What follows belongs to an exercise in optimizing a design on an open flow for a short achievable clock period and few clock cycles; a production flow would make more cautious choices.
At most, simulation tests tie the RTL to the original design; equivalence was not proved.
Power and IR drop assume default switching activity.

==> run P: inputs <==
// dcpu16_core
module dcpu16_core (
    input  wire         clk,
    input  wire         rst,         
    input  wire         start,       
    output wire         busy,        
    output reg          mem_req,
    output reg          mem_we,
    output reg  [15:0]  mem_addr,
    output reg  [15:0]  mem_wdata,
    input  wire         mem_ready,
    input  wire [15:0]  mem_rdata,
    output wire [127:0] regs,        
    output wire [15:0]  pc,
    output wire [15:0]  sp,
    output wire         o
);
export LEC_CHECK = 0
export CAP_MARGIN = 20
export CORE_MARGIN = 2
export CORE_UTILIZATION = 40
export PLACE_DENSITY = 0.6
export SLEW_MARGIN = 20
create_clock -name core_clock -period 33.0 [get_ports {clk}]
standard.sh (not shown) runs the stock make flow with config.mk's settings and CLKGATE_MAP_FILE= SYNTH_SCRIPT=/design/flow/synth_recipe.tcl, a recipe that flattens the netlist after the stock synthesis.
==> flow/flow/run.sh <==
#!/bin/bash
set -euo pipefail
MARGIN=$(cat flow/margin.txt)
bash standard.sh SETUP_SLACK_MARGIN=$MARGIN finish > standard_flow.log 2>&1
==> flow/flow/margin.txt <==
23
==> run Z: changes against run P <==
--- a/flow/design.v
+++ b/flow/design.v
@@ -16,20 +16,21 @@
 );
     localparam integer DIVK  = 3;
     reg s_idle, s_f, s_ax, s_am, s_bx, s_bm, s_k, s_w;
     reg [15:0] gpr [0:7];
     reg [15:0] pc_r;
+    reg [15:0] pc1_r, pc2_r;     
+    reg [15:0] npc;              
     reg [15:0] sp_r;
     reg        o_r;
     reg [15:0] addr_r;       
     reg [15:0] av, bv;       
     reg [15:0] mav, mbv;     
     reg [15:0] na, nb;       
-    reg [15:0] r_and, r_xor;         
-    reg [15:0] r_lg;                 
-    reg [15:0] r_ag, r_ap;           
-    reg        r_sub;                
+    reg [15:0] r_and, r_or, r_xor;   
+    reg [15:0] r_andn;               
+    reg [15:0] r1_p, r1_g;           
     reg [18:0] r_shl2;               
     reg [15:0] r_shr2;               
     reg        r_big;                
     reg        r_anz;                
     reg [15:0] a_loc;        
@@ -98,13 +99,14 @@
                 pp = p2;
             end
             ks_carry = {gg, cin};
         end
     endfunction
-    wire [16:0] ar_c    = ks_carry(r_ag, r_ap, r_sub);
-    wire [15:0] ar_sum  = r_ap ^ ar_c[15:0];
-    wire        ar_co   = ar_c[16];
+    wire [16:0] add_c   = ks_carry(r_and, r_xor, 1'b0);
+    wire [16:0] sub_c   = ks_carry(r_andn, ~r_xor, 1'b1);
+    wire [16:0] add_raw = {add_c[16], r_xor ^ add_c[15:0]};
+    wire [16:0] sub_raw = {~sub_c[16], ~r_xor ^ sub_c[15:0]};
     wire        big_sh  = r_big;
     wire [31:0] shl_raw = {13'd0, r_shl2} << {bv[3:2], 2'b00};
     wire [15:0] shr_raw = r_shr2 >> {bv[3:2], 2'b00};
     wire [16:0] madd_raw = {1'b0, mav} + {1'b0, mbv};
     wire [16:0] msub_raw = {1'b0, mav} - {1'b0, mbv};
@@ -112,25 +114,27 @@
     wire [31:0] mshl_raw = {16'd0, mav} << mbv[3:0];
     wire [15:0] mshr_raw = mav >> mbv[3:0];
     wire [31:0] mul_raw  = mav * mbv;
     wire        mshl_o   = mbig_sh ? (mav != 16'd0) : (mshl_raw[31:16] != 16'd0);
     wire        shl_o   = big_sh ? r_anz : (shl_raw[31:16] != 16'd0);
-    wire [15:0] reg_result =
-          ({16{f_res}} & res_r)
-        | ({16{f_div & ~bvz}} & dq)
-        | ({16{f_mod & ~bvz}} & drem);
-    wire [15:0] logic_result = r_lg | reg_result;
+    wire [15:0] reg_result = {16{slow}} & res_r;
+    wire [15:0] logic_result =
+          ({16{f_and}} & r_and)
+        | ({16{f_bor}} & r_or)
+        | ({16{f_xor}} & r_xor)
+        | reg_result;
     wire [15:0] ex_result =
-          ({16{f_add | f_sub}} & ar_sum)
+          ({16{f_set}} & bv)
+        | ({16{f_add}} & add_raw[15:0])
+        | ({16{f_sub}} & sub_raw[15:0])
         | ({16{f_shl & ~big_sh}} & shl_raw[15:0])
         | ({16{f_shr & ~big_sh}} & shr_raw)
         | logic_result;
-    wire ex_o = (f_add & ar_co)
-              | (f_sub & ~ar_co)
+    wire ex_o = (f_add & add_raw[16])
+              | (f_sub & sub_raw[16])
               | (f_shl & shl_o)
-              | (f_res & ores_r)
-              | (f_div & bvz);
+              | (slow & ores_r);
     wire [15:0] k_result =
           ({16{q_set}} & mbv)
         | ({16{q_add}} & madd_raw[15:0])
         | ({16{q_sub}} & msub_raw[15:0])
         | ({16{q_mul}} & mul_raw[15:0])
@@ -144,16 +148,19 @@
              | (q_mul & (mul_raw[31:16] != 16'd0))
              | (q_shl & mshl_o);
     wire a_ne_b  = (r_xor != 16'd0);
     wire ex_skip = (f_ife & a_ne_b)
                  | (f_ifn & ~a_ne_b)
-                 | (f_ifg & ~(ar_co & a_ne_b))
+                 | (f_ifg & ~(sub_c[16] & a_ne_b))
                  | (f_ifb & (r_and == 16'd0));
+    wire [16:0] sp1_cc = ks_carry(r1_g, r1_p, 1'b0);
+    wire [15:0] sub_p1 = r1_p ^ sp1_cc[15:0];
+    wire [15:0] set_p1 = bv + 16'd1;
     wire [15:0] log_p1 = logic_result + 16'd1;
-    wire [15:0] res_p1 = log_p1;
-    wire [15:0] pc_inc1 = pc_r + 16'd1;
-    wire [15:0] pc_inc2 = pc_r + 16'd2;
+    wire [15:0] res_p1 = f_set ? set_p1 : f_sub ? sub_p1 : log_p1;
+    wire [15:0] pc_inc1 = pc1_r;
+    wire [15:0] pc_inc2 = pc2_r;
     wire [15:0] new_pc = !exe    ? pc_r :
                          wr_pc   ? res_p1 :
                          ex_skip ? pc_inc2 : pc_inc1;
     wire        new_o  = !exe   ? o_r :
                          wr_o   ? (reg_result != 16'd0) :
@@ -215,12 +222,12 @@
         begin
             nb = nval(c);
             if (slow_i) mbv <= nval(c);
             if (c_ext(c)) begin
                 s_bx   <= 1'b1;
-                addr_r <= pc_r + 16'd1;
-                pc_r   <= pc_r + 16'd1;
+                addr_r <= pc1_r;
+                npc     = pc1_r;
             end else if (c_mem(c)) begin
                 s_bm   <= 1'b1;
                 addr_r <= maddr(c);
                 if (c == 6'd24) sp_r <= sp_r + 16'd1;
                 if (c == 6'd26) sp_r <= sp_r - 16'd1;
@@ -234,27 +241,22 @@
     wire [5:0]  wa = w[9:4];
     wire [5:0]  wb = w[15:10];
     wire        w_res  = has_res(wo);
     wire        w_slow = (wo == 4'd4) || (wo == 4'd5) || (wo == 4'd6) ||
                          (w_res && wa == 6'd29) ||
-                         (wa == 6'd28 && (wo == 4'd2 || wo == 4'd3 || wo == 4'd7 || wo == 4'd8));
-    wire ld_f   = s_f & mem_ready;
-    wire n_set  = ld_f ? (wo == 4'd1)  : f_set;
-    wire n_and  = ld_f ? (wo == 4'd9)  : f_and;
-    wire n_bor  = ld_f ? (wo == 4'd10) : f_bor;
-    wire n_xor  = ld_f ? (wo == 4'd11) : f_xor;
-    wire n_subm = ld_f ? (wo == 4'd3 || wo == 4'd14) : (f_sub | f_ifg);
+                         (wa == 6'd28 && (wo == 4'd2 || wo == 4'd7 || wo == 4'd8));
     integer i;
     always @(posedge clk) begin
-        na = av;
-        nb = bv;
+        na  = av;
+        nb  = bv;
+        npc = pc_r;
         if (rst) begin
             s_idle <= 1'b1;
             s_f  <= 1'b0; s_ax <= 1'b0; s_am <= 1'b0; s_bx <= 1'b0;
             s_bm <= 1'b0; s_k  <= 1'b0; s_w  <= 1'b0;
             for (i = 0; i < 8; i = i + 1) gpr[i] <= 16'd0;
-            pc_r   <= 16'd0;
+            npc     = 16'd0;
             sp_r   <= 16'd0;
             o_r    <= 1'b0;
             addr_r <= 16'd0;
             exe    <= 1'b0;
             wr_reg <= 8'd0;
@@ -269,11 +271,11 @@
             if (s_idle) begin
                 if (exe) begin
                     for (i = 0; i < 8; i = i + 1)
                         if (wr_reg[i]) gpr[i] <= ex_result;
                     if (wr_sp) sp_r <= ex_result;
-                    pc_r <= new_pc;
+                    npc   = new_pc;
                     o_r  <= new_o;
                     wr_reg <= 8'd0;
                     wr_sp  <= 1'b0;
                     wr_pc  <= 1'b0;
                     wr_o   <= 1'b0;
@@ -311,12 +313,12 @@
                 wr_mem <= w_res && c_mem(wa);
                 na = nval(wa);
                 if (w_slow) mav <= nval(wa);
                 if (c_ext(wa)) begin
                     s_ax   <= 1'b1;
-                    addr_r <= pc_r + 16'd1;
-                    pc_r   <= pc_r + 16'd1;
+                    addr_r <= pc1_r;
+                    npc     = pc1_r;
                 end else if (c_mem(wa)) begin
                     s_am   <= 1'b1;
                     addr_r <= maddr(wa);
                     if (wa == 6'd24) sp_r <= sp_r + 16'd1;
                     if (wa == 6'd26) sp_r <= sp_r - 16'd1;
@@ -366,13 +368,15 @@
                 post(slow, wr_mem, a_loc);
             end
             if (s_k) begin
                 kcnt <= kcnt + 4'd1;
                 bvz  <= (mbv == 16'd0);
-                if (f_res) begin
+                if (kcnt == 4'd0) begin
                     res_r  <= k_result;
-                    ores_r <= k_o;
+                    ores_r <= f_div ? (mbv == 16'd0) : k_o;
+                end else if (kcnt == DIVK - 1) begin
+                    res_r  <= (f_div ? d4[15:0] : d4[31:16]) & {16{~bvz}};
                 end
                 if (kcnt == 4'd0) begin
                     drem <= d0[31:16];
                     dq   <= d0[15:0];
                     dbv  <= mbv;
@@ -397,17 +401,21 @@
                 go_idle;
             end
         end
         av     <= na;
         bv     <= nb;
+        pc_r   <= npc;
+        pc1_r  <= npc + 16'd1;
+        pc2_r  <= npc + 16'd2;
         r_and  <= na & nb;
+        r_or   <= na | nb;
         r_xor  <= na ^ nb;
-        r_lg   <= ({16{n_set}} & nb) | ({16{n_and}} & (na & nb)) |
-                  ({16{n_bor}} & (na | nb)) | ({16{n_xor}} & (na ^ nb));
-        r_sub  <= n_subm;
-        r_ag   <= n_subm ? (na & ~nb) : (na & nb);
-        r_ap   <= n_subm ? ~(na ^ nb) : (na ^ nb);
+        r_andn <= na & ~nb;
+        r1_p   <= (na ^ ~nb ^ 16'h0002) ^
+                  {((na[14:0] & ~nb[14:0]) | ((na[14:0] ^ ~nb[14:0]) & 15'h0002)), 1'b0};
+        r1_g   <= (na ^ ~nb ^ 16'h0002) &
+                  {((na[14:0] & ~nb[14:0]) | ((na[14:0] ^ ~nb[14:0]) & 15'h0002)), 1'b0};
         r_shl2 <= {3'd0, na} << nb[1:0];
         r_shr2 <= na >> nb[1:0];
         r_big  <= (nb[15:4] != 12'd0);
         r_anz  <= (na != 16'd0);
     end
==> run summary <==
* Status: finished clean
* Multi-input gate area at 0.04579 mm^2
* Combinational power at 2.91 mW
* Worst setup path end: regs[42]
* Sequential power share at 18.9%
(the above is from run P)
==> run summary <==
* Status: finished clean
* Critical Path RT at 26.40 ns
* Combinational power at 2.89 mW
* Async SR Flop Fraction at 0%
* Sequential power share at 20.2%
* Multi-input gate area at 0.04755 mm^2
* Cell family with most CP delay: compound AO/OA/AOI/OAI gates
* Critical Path Sink Type: output pin
(the above is from run Z)
Testbench counts of run Z, summed over its fixed seeds: cycles 462,108.
Function not checked in run P: the RTL went through the layout flow alone.

========
==> v37: inputs <==
dcpu16_core, a different RTL version from the one above (not shown whole).
export LEC_CHECK = 0
export CAP_MARGIN = 20
export CORE_MARGIN = 2
export CORE_UTILIZATION = 40
export PLACE_DENSITY = 0.6
export SLEW_MARGIN = 20
create_clock -name core_clock -period 33.0 [get_ports {clk}]
==> flow/flow/margin.txt <==
24
Scripts as last shown in full above: flow/flow/run.sh
==> v30: changes against v37 <==
--- a/flow/design.v
+++ b/flow/design.v
@@ -20,18 +20,16 @@
     reg [15:0] pc_r;
     reg [15:0] sp_r;
     reg        o_r;
     reg [15:0] addr_r;       
     reg [15:0] av, bv;       
     reg [15:0] mav, mbv;     
     reg [15:0] na, nb;       
-    reg [15:0] r_and, r_xor;         
-    reg [15:0] r_lg;                 
-    reg [15:0] r_ag, r_ap;           
-    reg        r_sub;                
+    reg [15:0] r_and, r_or, r_xor;   
+    reg [15:0] r_andn;               
     reg [15:0] r1_p, r1_g;           
     reg [18:0] r_shl2;               
     reg [15:0] r_shr2;               
     reg        r_big;                
     reg        r_anz;                
     reg [15:0] a_loc;        
     reg [5:0]  ca_r, cb_r;   
@@ -97,17 +95,18 @@
                 end
                 gg = g2;
                 pp = p2;
             end
             ks_carry = {gg, cin};
         end
     endfunction
-    wire [16:0] ar_c    = ks_carry(r_ag, r_ap, r_sub);
-    wire [15:0] ar_sum  = r_ap ^ ar_c[15:0];
-    wire        ar_co   = ar_c[16];
+    wire [16:0] add_c   = ks_carry(r_and, r_xor, 1'b0);
+    wire [16:0] sub_c   = ks_carry(r_andn, ~r_xor, 1'b1);
+    wire [16:0] add_raw = {add_c[16], r_xor ^ add_c[15:0]};
+    wire [16:0] sub_raw = {~sub_c[16], ~r_xor ^ sub_c[15:0]};
     wire        big_sh  = r_big;
     wire [31:0] shl_raw = {13'd0, r_shl2} << {bv[3:2], 2'b00};
     wire [15:0] shr_raw = r_shr2 >> {bv[3:2], 2'b00};
     wire [16:0] madd_raw = {1'b0, mav} + {1'b0, mbv};
     wire [16:0] msub_raw = {1'b0, mav} - {1'b0, mbv};
     wire        mbig_sh  = (mbv[15:4] != 12'd0);
     wire [31:0] mshl_raw = {16'd0, mav} << mbv[3:0];
@@ -115,22 +114,28 @@
     wire [31:0] mul_raw  = mav * mbv;
     wire        mshl_o   = mbig_sh ? (mav != 16'd0) : (mshl_raw[31:16] != 16'd0);
     wire        shl_o   = big_sh ? r_anz : (shl_raw[31:16] != 16'd0);
     wire [15:0] reg_result =
           ({16{f_res}} & res_r)
         | ({16{f_div & ~bvz}} & dq)
         | ({16{f_mod & ~bvz}} & drem);
-    wire [15:0] logic_result = r_lg | reg_result;
+    wire [15:0] logic_result =
+          ({16{f_and}} & r_and)
+        | ({16{f_bor}} & r_or)
+        | ({16{f_xor}} & r_xor)
+        | reg_result;
     wire [15:0] ex_result =
-          ({16{f_add | f_sub}} & ar_sum)
+          ({16{f_set}} & bv)
+        | ({16{f_add}} & add_raw[15:0])
+        | ({16{f_sub}} & sub_raw[15:0])
         | ({16{f_shl & ~big_sh}} & shl_raw[15:0])
         | ({16{f_shr & ~big_sh}} & shr_raw)
         | logic_result;
-    wire ex_o = (f_add & ar_co)
-              | (f_sub & ~ar_co)
+    wire ex_o = (f_add & add_raw[16])
+              | (f_sub & sub_raw[16])
               | (f_shl & shl_o)
               | (f_res & ores_r)
               | (f_div & bvz);
     wire [15:0] k_result =
           ({16{q_set}} & mbv)
         | ({16{q_add}} & madd_raw[15:0])
         | ({16{q_sub}} & msub_raw[15:0])
@@ -143,20 +148,21 @@
     wire k_o = (q_add & madd_raw[16])
              | (q_sub & msub_raw[16])
              | (q_mul & (mul_raw[31:16] != 16'd0))
              | (q_shl & mshl_o);
     wire a_ne_b  = (r_xor != 16'd0);
     wire ex_skip = (f_ife & a_ne_b)
                  | (f_ifn & ~a_ne_b)
-                 | (f_ifg & ~(ar_co & a_ne_b))
+                 | (f_ifg & ~(sub_c[16] & a_ne_b))
                  | (f_ifb & (r_and == 16'd0));
     wire [16:0] sp1_cc = ks_carry(r1_g, r1_p, 1'b0);
     wire [15:0] sub_p1 = r1_p ^ sp1_cc[15:0];
+    wire [15:0] set_p1 = bv + 16'd1;
     wire [15:0] log_p1 = logic_result + 16'd1;
-    wire [15:0] res_p1 = f_sub ? sub_p1 : log_p1;
+    wire [15:0] res_p1 = f_set ? set_p1 : f_sub ? sub_p1 : log_p1;
     wire [15:0] pc_inc1 = pc_r + 16'd1;
     wire [15:0] pc_inc2 = pc_r + 16'd2;
     wire [15:0] new_pc = !exe    ? pc_r :
                          wr_pc   ? res_p1 :
                          ex_skip ? pc_inc2 : pc_inc1;
     wire        new_o  = !exe   ? o_r :
                          wr_o   ? (reg_result != 16'd0) :
@@ -236,20 +242,14 @@
     wire [3:0]  wo = w[3:0];
     wire [5:0]  wa = w[9:4];
     wire [5:0]  wb = w[15:10];
     wire        w_res  = has_res(wo);
     wire        w_slow = (wo == 4'd4) || (wo == 4'd5) || (wo == 4'd6) ||
                          (w_res && wa == 6'd29) ||
                          (wa == 6'd28 && (wo == 4'd2 || wo == 4'd7 || wo == 4'd8));
-    wire ld_f   = s_f & mem_ready;
-    wire n_set  = ld_f ? (!w_slow && wo == 4'd1)  : f_set;
-    wire n_and  = ld_f ? (!w_slow && wo == 4'd9)  : f_and;
-    wire n_bor  = ld_f ? (!w_slow && wo == 4'd10) : f_bor;
-    wire n_xor  = ld_f ? (!w_slow && wo == 4'd11) : f_xor;
-    wire n_subm = ld_f ? (wo == 4'd3 || wo == 4'd14) : (f_sub | f_ifg);
     integer i;
     always @(posedge clk) begin
         na = av;
         nb = bv;
         if (rst) begin
             s_idle <= 1'b1;
             s_f  <= 1'b0; s_ax <= 1'b0; s_am <= 1'b0; s_bx <= 1'b0;
@@ -399,20 +399,17 @@
                 s_w <= 1'b0;
                 go_idle;
             end
         end
         av     <= na;
         bv     <= nb;
         r_and  <= na & nb;
+        r_or   <= na | nb;
         r_xor  <= na ^ nb;
-        r_lg   <= ({16{n_set}} & nb) | ({16{n_and}} & (na & nb)) |
-                  ({16{n_bor}} & (na | nb)) | ({16{n_xor}} & (na ^ nb));
-        r_sub  <= n_subm;
-        r_ag   <= n_subm ? (na & ~nb) : (na & nb);
-        r_ap   <= n_subm ? ~(na ^ nb) : (na ^ nb);
+        r_andn <= na & ~nb;
         r1_p   <= (na ^ ~nb ^ 16'h0002) ^
                   {((na[14:0] & ~nb[14:0]) | ((na[14:0] ^ ~nb[14:0]) & 15'h0002)), 1'b0};
         r1_g   <= (na ^ ~nb ^ 16'h0002) &
                   {((na[14:0] & ~nb[14:0]) | ((na[14:0] ^ ~nb[14:0]) & 15'h0002)), 1'b0};
         r_shl2 <= {3'd0, na} << nb[1:0];
         r_shr2 <= na >> nb[1:0];
         r_big  <= (nb[15:4] != 12'd0);
==> v8: changes against v37 <==
--- a/flow/design.v
+++ b/flow/design.v
@@ -10,28 +10,26 @@
     input  wire         mem_ready,
     input  wire [15:0]  mem_rdata,
     output wire [127:0] regs,        
     output wire [15:0]  pc,
     output wire [15:0]  sp,
     output wire         o
 );
-    localparam integer DIVK  = 3;
+    localparam integer DIVK  = 4;
     reg s_idle, s_f, s_ax, s_am, s_bx, s_bm, s_k, s_w;
     reg [15:0] gpr [0:7];
     reg [15:0] pc_r;
     reg [15:0] sp_r;
     reg        o_r;
     reg [15:0] addr_r;       
     reg [15:0] av, bv;       
     reg [15:0] mav, mbv;     
     reg [15:0] na, nb;       
-    reg [15:0] r_and, r_xor;         
-    reg [15:0] r_lg;                 
-    reg [15:0] r_ag, r_ap;           
-    reg        r_sub;                
+    reg [15:0] r_and, r_or, r_xor;   
+    reg [15:0] r_andn;               
     reg [15:0] r1_p, r1_g;           
     reg [18:0] r_shl2;               
     reg [15:0] r_shr2;               
     reg        r_big;                
     reg        r_anz;                
     reg [15:0] a_loc;        
     reg [5:0]  ca_r, cb_r;   
@@ -97,17 +95,18 @@
                 end
                 gg = g2;
                 pp = p2;
             end
             ks_carry = {gg, cin};
         end
     endfunction
-    wire [16:0] ar_c    = ks_carry(r_ag, r_ap, r_sub);
-    wire [15:0] ar_sum  = r_ap ^ ar_c[15:0];
-    wire        ar_co   = ar_c[16];
+    wire [16:0] add_c   = ks_carry(r_and, r_xor, 1'b0);
+    wire [16:0] sub_c   = ks_carry(r_andn, ~r_xor, 1'b1);
+    wire [16:0] add_raw = {add_c[16], r_xor ^ add_c[15:0]};
+    wire [16:0] sub_raw = {~sub_c[16], ~r_xor ^ sub_c[15:0]};
     wire        big_sh  = r_big;
     wire [31:0] shl_raw = {13'd0, r_shl2} << {bv[3:2], 2'b00};
     wire [15:0] shr_raw = r_shr2 >> {bv[3:2], 2'b00};
     wire [16:0] madd_raw = {1'b0, mav} + {1'b0, mbv};
     wire [16:0] msub_raw = {1'b0, mav} - {1'b0, mbv};
     wire        mbig_sh  = (mbv[15:4] != 12'd0);
     wire [31:0] mshl_raw = {16'd0, mav} << mbv[3:0];
@@ -115,22 +114,28 @@
     wire [31:0] mul_raw  = mav * mbv;
     wire        mshl_o   = mbig_sh ? (mav != 16'd0) : (mshl_raw[31:16] != 16'd0);
     wire        shl_o   = big_sh ? r_anz : (shl_raw[31:16] != 16'd0);
     wire [15:0] reg_result =
           ({16{f_res}} & res_r)
         | ({16{f_div & ~bvz}} & dq)
         | ({16{f_mod & ~bvz}} & drem);
-    wire [15:0] logic_result = r_lg | reg_result;
+    wire [15:0] logic_result =
+          ({16{f_and}} & r_and)
+        | ({16{f_bor}} & r_or)
+        | ({16{f_xor}} & r_xor)
+        | reg_result;
     wire [15:0] ex_result =
-          ({16{f_add | f_sub}} & ar_sum)
+          ({16{f_set}} & bv)
+        | ({16{f_add}} & add_raw[15:0])
+        | ({16{f_sub}} & sub_raw[15:0])
         | ({16{f_shl & ~big_sh}} & shl_raw[15:0])
         | ({16{f_shr & ~big_sh}} & shr_raw)
         | logic_result;
-    wire ex_o = (f_add & ar_co)
-              | (f_sub & ~ar_co)
+    wire ex_o = (f_add & add_raw[16])
+              | (f_sub & sub_raw[16])
               | (f_shl & shl_o)
               | (f_res & ores_r)
               | (f_div & bvz);
     wire [15:0] k_result =
           ({16{q_set}} & mbv)
         | ({16{q_add}} & madd_raw[15:0])
         | ({16{q_sub}} & msub_raw[15:0])
@@ -143,20 +148,21 @@
     wire k_o = (q_add & madd_raw[16])
              | (q_sub & msub_raw[16])
              | (q_mul & (mul_raw[31:16] != 16'd0))
              | (q_shl & mshl_o);
     wire a_ne_b  = (r_xor != 16'd0);
     wire ex_skip = (f_ife & a_ne_b)
                  | (f_ifn & ~a_ne_b)
-                 | (f_ifg & ~(ar_co & a_ne_b))
+                 | (f_ifg & ~(sub_c[16] & a_ne_b))
                  | (f_ifb & (r_and == 16'd0));
     wire [16:0] sp1_cc = ks_carry(r1_g, r1_p, 1'b0);
     wire [15:0] sub_p1 = r1_p ^ sp1_cc[15:0];
+    wire [15:0] set_p1 = bv + 16'd1;
     wire [15:0] log_p1 = logic_result + 16'd1;
-    wire [15:0] res_p1 = f_sub ? sub_p1 : log_p1;
+    wire [15:0] res_p1 = f_set ? set_p1 : f_sub ? sub_p1 : log_p1;
     wire [15:0] pc_inc1 = pc_r + 16'd1;
     wire [15:0] pc_inc2 = pc_r + 16'd2;
     wire [15:0] new_pc = !exe    ? pc_r :
                          wr_pc   ? res_p1 :
                          ex_skip ? pc_inc2 : pc_inc1;
     wire        new_o  = !exe   ? o_r :
                          wr_o   ? (reg_result != 16'd0) :
@@ -166,40 +172,59 @@
         for (gi = 0; gi < 8; gi = gi + 1) begin : g_out
             assign regs[16*gi +: 16] = wr_reg[gi] ? ex_result : gpr[gi];
         end
     endgenerate
     assign pc = new_pc;
     assign sp = wr_sp ? ex_result : sp_r;
     assign o  = new_o;
-    function [31:0] r4_step(input [15:0] r, input [15:0] q, input [15:0] b, input [17:0] b3);
-        reg [17:0] t;
-        reg [1:0]  d;
-        begin
-            t = {r, q[15:14]};
-            if (t >= b3) begin
-                t = t - b3;
-                d = 2'd3;
-            end else if (t >= {1'b0, b, 1'b0}) begin
-                t = t - {1'b0, b, 1'b0};
-                d = 2'd2;
-            end else if (t >= {2'b0, b}) begin
-                t = t - {2'b0, b};
-                d = 2'd1;
+    reg [15:0] d0_r, d0_q;
+    reg [16:0] d0_t;
+    reg [15:0] d4_r, d4_q, d1_r, d1_q;
+    reg [17:0] d4_t;
+    integer j;
+    always @(*) begin
+        d0_r = 16'd0;
+        d0_q = mav;
+        for (j = 0; j < 2; j = j + 1) begin
+            d0_t = {d0_r, d0_q[15]};
+            if (d0_t >= {1'b0, mbv}) begin
+                d0_t = d0_t - {1'b0, mbv};
+                d0_q = {d0_q[14:0], 1'b1};
             end else begin
-                d = 2'd0;
+                d0_q = {d0_q[14:0], 1'b0};
             end
-            r4_step = {t[15:0], q[13:0], d};
+            d0_r = d0_t[15:0];
         end
-    endfunction
-    wire [17:0] mb3 = {2'b0, mbv} + {1'b0, mbv, 1'b0};
-    wire [31:0] d0a = r4_step(16'd0, mav, mbv, mb3);
-    wire [31:0] d0  = r4_step(d0a[31:16], d0a[15:0], mbv, mb3);
-    wire [31:0] d4a = r4_step(drem, dq, dbv, db3);
-    wire [31:0] d4b = r4_step(d4a[31:16], d4a[15:0], dbv, db3);
-    wire [31:0] d4  = r4_step(d4b[31:16], d4b[15:0], dbv, db3);
+    end
+    always @(*) begin
+        d4_r = drem;
+        d4_q = dq;
+        d1_r = drem;
+        d1_q = dq;
+        for (j = 0; j < 3; j = j + 1) begin
+            d4_t = {d4_r, d4_q[15:14]};
+            if (d4_t >= db3) begin
+                d4_t = d4_t - db3;
+                d4_q = {d4_q[13:0], 2'd3};
+            end else if (d4_t >= {1'b0, dbv, 1'b0}) begin
+                d4_t = d4_t - {1'b0, dbv, 1'b0};
+                d4_q = {d4_q[13:0], 2'd2};
+            end else if (d4_t >= {2'b0, dbv}) begin
+                d4_t = d4_t - {2'b0, dbv};
+                d4_q = {d4_q[13:0], 2'd1};
+            end else begin
+                d4_q = {d4_q[13:0], 2'd0};
+            end
+            d4_r = d4_t[15:0];
+            if (j == 0) begin
+                d1_r = d4_r;
+                d1_q = d4_q;
+            end
+        end
+    end
     task go_idle;
         begin
             s_idle <= 1'b1;
             exe    <= 1'b1;
         end
     endtask
     task post(input slow_i, input wmem_i, input [15:0] wloc);
@@ -236,20 +261,14 @@
     wire [3:0]  wo = w[3:0];
     wire [5:0]  wa = w[9:4];
     wire [5:0]  wb = w[15:10];
     wire        w_res  = has_res(wo);
     wire        w_slow = (wo == 4'd4) || (wo == 4'd5) || (wo == 4'd6) ||
                          (w_res && wa == 6'd29) ||
                          (wa == 6'd28 && (wo == 4'd2 || wo == 4'd7 || wo == 4'd8));
-    wire ld_f   = s_f & mem_ready;
-    wire n_set  = ld_f ? (!w_slow && wo == 4'd1)  : f_set;
-    wire n_and  = ld_f ? (!w_slow && wo == 4'd9)  : f_and;
-    wire n_bor  = ld_f ? (!w_slow && wo == 4'd10) : f_bor;
-    wire n_xor  = ld_f ? (!w_slow && wo == 4'd11) : f_xor;
-    wire n_subm = ld_f ? (wo == 4'd3 || wo == 4'd14) : (f_sub | f_ifg);
     integer i;
     always @(posedge clk) begin
         na = av;
         nb = bv;
         if (rst) begin
             s_idle <= 1'b1;
             s_f  <= 1'b0; s_ax <= 1'b0; s_am <= 1'b0; s_bx <= 1'b0;
@@ -372,21 +391,24 @@
                 kcnt <= kcnt + 4'd1;
                 bvz  <= (mbv == 16'd0);
                 if (f_res) begin
                     res_r  <= k_result;
                     ores_r <= k_o;
                 end
                 if (kcnt == 4'd0) begin
-                    drem <= d0[31:16];
-                    dq   <= d0[15:0];
+                    drem <= d0_r;
+                    dq   <= d0_q;
                     dbv  <= mbv;
-                    db3  <= mb3;
+                    db3  <= {2'b0, mbv} + {1'b0, mbv, 1'b0};
+                end else if (kcnt == DIVK - 1) begin
+                    drem <= d1_r;
+                    dq   <= d1_q;
                 end else begin
-                    drem <= d4[31:16];
-                    dq   <= d4[15:0];
+                    drem <= d4_r;
+                    dq   <= d4_q;
                 end
                 if (f_res || kcnt == DIVK - 1) begin
                     s_k  <= 1'b0;
                     kcnt <= 4'd0;
                     if (wr_mem) begin
                         s_w    <= 1'b1;
                         addr_r <= a_loc;
@@ -399,20 +421,17 @@
                 s_w <= 1'b0;
                 go_idle;
             end
         end
         av     <= na;
         bv     <= nb;
         r_and  <= na & nb;
+        r_or   <= na | nb;
         r_xor  <= na ^ nb;
-        r_lg   <= ({16{n_set}} & nb) | ({16{n_and}} & (na & nb)) |
-                  ({16{n_bor}} & (na | nb)) | ({16{n_xor}} & (na ^ nb));
-        r_sub  <= n_subm;
-        r_ag   <= n_subm ? (na & ~nb) : (na & nb);
-        r_ap   <= n_subm ? ~(na ^ nb) : (na ^ nb);
+        r_andn <= na & ~nb;
         r1_p   <= (na ^ ~nb ^ 16'h0002) ^
                   {((na[14:0] & ~nb[14:0]) | ((na[14:0] ^ ~nb[14:0]) & 15'h0002)), 1'b0};
         r1_g   <= (na ^ ~nb ^ 16'h0002) &
                   {((na[14:0] & ~nb[14:0]) | ((na[14:0] ^ ~nb[14:0]) & 15'h0002)), 1'b0};
         r_shl2 <= {3'd0, na} << nb[1:0];
         r_shr2 <= na >> nb[1:0];
         r_big  <= (nb[15:4] != 12'd0);
==> v19: changes against v37 <==
--- a/flow/design.v
+++ b/flow/design.v
@@ -14,29 +14,29 @@
     output wire [15:0]  sp,
     output wire         o
 );
     localparam integer DIVK  = 3;
     reg s_idle, s_f, s_ax, s_am, s_bx, s_bm, s_k, s_w;
     reg [15:0] gpr [0:7];
     reg [15:0] pc_r;
+    reg [15:0] pc1_r, pc2_r;     
+    reg [15:0] npc;              
     reg [15:0] sp_r;
     reg        o_r;
     reg [15:0] addr_r;       
     reg [15:0] av, bv;       
     reg [15:0] mav, mbv;     
     reg [15:0] na, nb;       
     reg [15:0] r_and, r_xor;         
     reg [15:0] r_lg;                 
     reg [15:0] r_ag, r_ap;           
     reg        r_sub;                
-    reg [15:0] r1_p, r1_g;           
     reg [18:0] r_shl2;               
     reg [15:0] r_shr2;               
     reg        r_big;                
-    reg        r_anz;                
     reg [15:0] a_loc;        
     reg [5:0]  ca_r, cb_r;   
     reg        exe;          
     reg [7:0]  wr_reg;       
     reg        wr_sp, wr_pc, wr_o, wr_mem;
     reg        slow;         
     reg q_set, q_add, q_sub, q_mul, q_shl, q_shr, q_and, q_bor, q_xor;
@@ -110,15 +110,15 @@
     wire [16:0] madd_raw = {1'b0, mav} + {1'b0, mbv};
     wire [16:0] msub_raw = {1'b0, mav} - {1'b0, mbv};
     wire        mbig_sh  = (mbv[15:4] != 12'd0);
     wire [31:0] mshl_raw = {16'd0, mav} << mbv[3:0];
     wire [15:0] mshr_raw = mav >> mbv[3:0];
     wire [31:0] mul_raw  = mav * mbv;
     wire        mshl_o   = mbig_sh ? (mav != 16'd0) : (mshl_raw[31:16] != 16'd0);
-    wire        shl_o   = big_sh ? r_anz : (shl_raw[31:16] != 16'd0);
+    wire        shl_o   = big_sh ? (r_shl2 != 19'd0) : (shl_raw[31:16] != 16'd0);
     wire [15:0] reg_result =
           ({16{f_res}} & res_r)
         | ({16{f_div & ~bvz}} & dq)
         | ({16{f_mod & ~bvz}} & drem);
     wire [15:0] logic_result = r_lg | reg_result;
     wire [15:0] ex_result =
           ({16{f_add | f_sub}} & ar_sum)
@@ -145,20 +145,18 @@
              | (q_mul & (mul_raw[31:16] != 16'd0))
              | (q_shl & mshl_o);
     wire a_ne_b  = (r_xor != 16'd0);
     wire ex_skip = (f_ife & a_ne_b)
                  | (f_ifn & ~a_ne_b)
                  | (f_ifg & ~(ar_co & a_ne_b))
                  | (f_ifb & (r_and == 16'd0));
-    wire [16:0] sp1_cc = ks_carry(r1_g, r1_p, 1'b0);
-    wire [15:0] sub_p1 = r1_p ^ sp1_cc[15:0];
     wire [15:0] log_p1 = logic_result + 16'd1;
-    wire [15:0] res_p1 = f_sub ? sub_p1 : log_p1;
-    wire [15:0] pc_inc1 = pc_r + 16'd1;
-    wire [15:0] pc_inc2 = pc_r + 16'd2;
+    wire [15:0] res_p1 = log_p1;
+    wire [15:0] pc_inc1 = pc1_r;
+    wire [15:0] pc_inc2 = pc2_r;
     wire [15:0] new_pc = !exe    ? pc_r :
                          wr_pc   ? res_p1 :
                          ex_skip ? pc_inc2 : pc_inc1;
     wire        new_o  = !exe   ? o_r :
                          wr_o   ? (reg_result != 16'd0) :
                          f_wo   ? ex_o : o_r;
     genvar gi;
@@ -216,16 +214,16 @@
     endtask
     task resolve_b(input [5:0] c, input slow_i, input wmem_i, input [15:0] wloc);
         begin
             nb = nval(c);
             if (slow_i) mbv <= nval(c);
             if (c_ext(c)) begin
                 s_bx   <= 1'b1;
-                addr_r <= pc_r + 16'd1;
-                pc_r   <= pc_r + 16'd1;
+                addr_r <= pc1_r;
+                npc     = pc1_r;
             end else if (c_mem(c)) begin
                 s_bm   <= 1'b1;
                 addr_r <= maddr(c);
                 if (c == 6'd24) sp_r <= sp_r + 16'd1;
                 if (c == 6'd26) sp_r <= sp_r - 16'd1;
             end else begin
                 post(slow_i, wmem_i, wloc);
@@ -235,31 +233,32 @@
     wire [15:0] w  = mem_rdata;
     wire [3:0]  wo = w[3:0];
     wire [5:0]  wa = w[9:4];
     wire [5:0]  wb = w[15:10];
     wire        w_res  = has_res(wo);
     wire        w_slow = (wo == 4'd4) || (wo == 4'd5) || (wo == 4'd6) ||
                          (w_res && wa == 6'd29) ||
-                         (wa == 6'd28 && (wo == 4'd2 || wo == 4'd7 || wo == 4'd8));
+                         (wa == 6'd28 && (wo == 4'd2 || wo == 4'd3 || wo == 4'd7 || wo == 4'd8));
     wire ld_f   = s_f & mem_ready;
-    wire n_set  = ld_f ? (!w_slow && wo == 4'd1)  : f_set;
-    wire n_and  = ld_f ? (!w_slow && wo == 4'd9)  : f_and;
-    wire n_bor  = ld_f ? (!w_slow && wo == 4'd10) : f_bor;
-    wire n_xor  = ld_f ? (!w_slow && wo == 4'd11) : f_xor;
+    wire n_set  = ld_f ? (wo == 4'd1)  : f_set;
+    wire n_and  = ld_f ? (wo == 4'd9)  : f_and;
+    wire n_bor  = ld_f ? (wo == 4'd10) : f_bor;
+    wire n_xor  = ld_f ? (wo == 4'd11) : f_xor;
     wire n_subm = ld_f ? (wo == 4'd3 || wo == 4'd14) : (f_sub | f_ifg);
     integer i;
     always @(posedge clk) begin
-        na = av;
-        nb = bv;
+        na  = av;
+        nb  = bv;
+        npc = pc_r;
         if (rst) begin
             s_idle <= 1'b1;
             s_f  <= 1'b0; s_ax <= 1'b0; s_am <= 1'b0; s_bx <= 1'b0;
             s_bm <= 1'b0; s_k  <= 1'b0; s_w  <= 1'b0;
             for (i = 0; i < 8; i = i + 1) gpr[i] <= 16'd0;
-            pc_r   <= 16'd0;
+            npc     = 16'd0;
             sp_r   <= 16'd0;
             o_r    <= 1'b0;
             addr_r <= 16'd0;
             exe    <= 1'b0;
             wr_reg <= 8'd0;
             wr_sp  <= 1'b0;
             wr_pc  <= 1'b0;
@@ -270,15 +269,15 @@
         end else begin
             exe <= 1'b0;
             if (s_idle) begin
                 if (exe) begin
                     for (i = 0; i < 8; i = i + 1)
                         if (wr_reg[i]) gpr[i] <= ex_result;
                     if (wr_sp) sp_r <= ex_result;
-                    pc_r <= new_pc;
+                    npc   = new_pc;
                     o_r  <= new_o;
                     wr_reg <= 8'd0;
                     wr_sp  <= 1'b0;
                     wr_pc  <= 1'b0;
                     wr_o   <= 1'b0;
                 end
                 addr_r <= new_pc;
@@ -312,16 +311,16 @@
                 wr_pc  <= w_res && (wa == 6'd28);
                 wr_o   <= w_res && (wa == 6'd29);
                 wr_mem <= w_res && c_mem(wa);
                 na = nval(wa);
                 if (w_slow) mav <= nval(wa);
                 if (c_ext(wa)) begin
                     s_ax   <= 1'b1;
-                    addr_r <= pc_r + 16'd1;
-                    pc_r   <= pc_r + 16'd1;
+                    addr_r <= pc1_r;
+                    npc     = pc1_r;
                 end else if (c_mem(wa)) begin
                     s_am   <= 1'b1;
                     addr_r <= maddr(wa);
                     if (wa == 6'd24) sp_r <= sp_r + 16'd1;
                     if (wa == 6'd26) sp_r <= sp_r - 16'd1;
                 end else begin
                     resolve_b(wb, w_slow, 1'b0, a_loc);
@@ -398,29 +397,27 @@
             if (s_w && mem_ready) begin
                 s_w <= 1'b0;
                 go_idle;
             end
         end
         av     <= na;
         bv     <= nb;
+        pc_r   <= npc;
+        pc1_r  <= npc + 16'd1;
+        pc2_r  <= npc + 16'd2;
         r_and  <= na & nb;
         r_xor  <= na ^ nb;
         r_lg   <= ({16{n_set}} & nb) | ({16{n_and}} & (na & nb)) |
                   ({16{n_bor}} & (na | nb)) | ({16{n_xor}} & (na ^ nb));
         r_sub  <= n_subm;
         r_ag   <= n_subm ? (na & ~nb) : (na & nb);
         r_ap   <= n_subm ? ~(na ^ nb) : (na ^ nb);
-        r1_p   <= (na ^ ~nb ^ 16'h0002) ^
-                  {((na[14:0] & ~nb[14:0]) | ((na[14:0] ^ ~nb[14:0]) & 15'h0002)), 1'b0};
-        r1_g   <= (na ^ ~nb ^ 16'h0002) &
-                  {((na[14:0] & ~nb[14:0]) | ((na[14:0] ^ ~nb[14:0]) & 15'h0002)), 1'b0};
         r_shl2 <= {3'd0, na} << nb[1:0];
         r_shr2 <= na >> nb[1:0];
         r_big  <= (nb[15:4] != 12'd0);
-        r_anz  <= (na != 16'd0);
     end
     always @(*) begin
         mem_req   = s_f | s_ax | s_am | s_bx | s_bm | s_w;
         mem_we    = s_w;
         mem_addr  = addr_r;
         mem_wdata = ex_result;
     end
==> flow/flow/margin.txt (replaced) <==
23
==> summary of the runs <==
- Of v19 and v37, v37 has the higher die area (gap 2.0%, measured against v37).
- In v8 the setup slack is better than in v19, by 1.8 ps.
- Non-clock buffer count: v30 > v8 > v37 > v19.
- The highest combinational power belongs to v30, the lowest to v19.
- Between v37 and v8, the lower clock power is in v8 (gap 5.9%, measured against v8).
- Core utilization: v8 > v30 > v37 > v19.
- Wire length: v8 < v19 < v30 < v37.
==> figures <==
item	v8	v19	v30	v37
Result of the run	complete, no violations	complete, no violations	complete, no violations	complete, no violations
Cell variety after synth	111	111	107	114
Cell Area, Placed	0.0637 mm^2	0.0652 mm^2	0.0669 mm^2	0.0668 mm^2
Die span in y	387 um	393 um	397 um	397 um
Met2 usage in global routing	61.3%	60.9%	65.1%	65.5%
Clock net sink count	534	551	534	551
Sequential power	0.911 mW	0.871 mW	0.914 mW	0.943 mW
Fin util	53.9%	48.7%	53.8%	52.6%
Part of the power in combinational logic	65.7%	60.2%	67.4%	63.7%
Pwr dens	63.8 mW/mm^2	57.6 mW/mm^2	64.1 mW/mm^2	61.1 mW/mm^2
Sequential cell count of the final layout	534	551	534	551
CP endpoint	pc[15]	pc[12]	pc[15]	pc[10]
Rows	140	142	144	144
1st-pass router iterations	9	8	9	7
Data buffer area share	15.1%	9.54%	14.7%	13.0%
First-pass GRT wire length	450,000 um	457,000 um	494,000 um	495,000 um
Testbench counts of v30, summed over its fixed seeds: cycles 462,108.
Testbench counts of v8, summed over its fixed seeds: cycles 466,988.
Only the layout flow was run in v37 and v19; the RTL was not checked for function there.

re-timing with driven ports:
How much do the figures lean on ideal ports? The routed layouts below were timed once more, with nothing changed but the port constraints. Step 1, drivers: a clkbuf_16 drives clk and a buf_2 each remaining input, both assumed. Step 2, shift: input delay + t, output delay - t, t = (earliest + latest rising clock arrival at the registers) / 2. This alone moves slack from input paths to output paths. Slacks: ideal ports / drivers / drivers and shift; pairs: ideal ports / drivers.
| run | t, ns | setup WS [ns] | worst hold slack (ns) | worst setup path at the end | worst slew at a driven data input, ns |
|---|---|---|---|---|---|
| run P | 0.763 | 22.432 / 22.351 / 22.099 | 0.517 / 0.517 / 0.517 | input to register | 0.06 |
| run Z | 0.774 | 22.614 / 22.532 / 22.238 | 0.472 / 0.472 / 0.472 | input to register | 0.05 |
| v37 | 0.783 | 22.082 / 21.988 / 22.604 | 0.503 / 0.503 / 0.503 | input to register | 0.28 |
| v30 | 0.772 | 22.627 / 22.532 / 22.200 | 0.486 / 0.486 / 0.486 | input to register | 0.09 |
| v8 | 0.751 | 22.198 / 22.112 / 22.863 | 0.480 / 0.480 / 0.480 | register to output | 0.08 |
| v19 | 0.763 | 22.196 / 22.114 / 22.255 | 0.478 / 0.478 / 0.478 | input to register | 0.07 |
After both steps every run listed still meets setup and hold. For v30, which loses most, drivers alone change the setup slack by -0.095 ns; drivers and shift together by -0.427 ns.
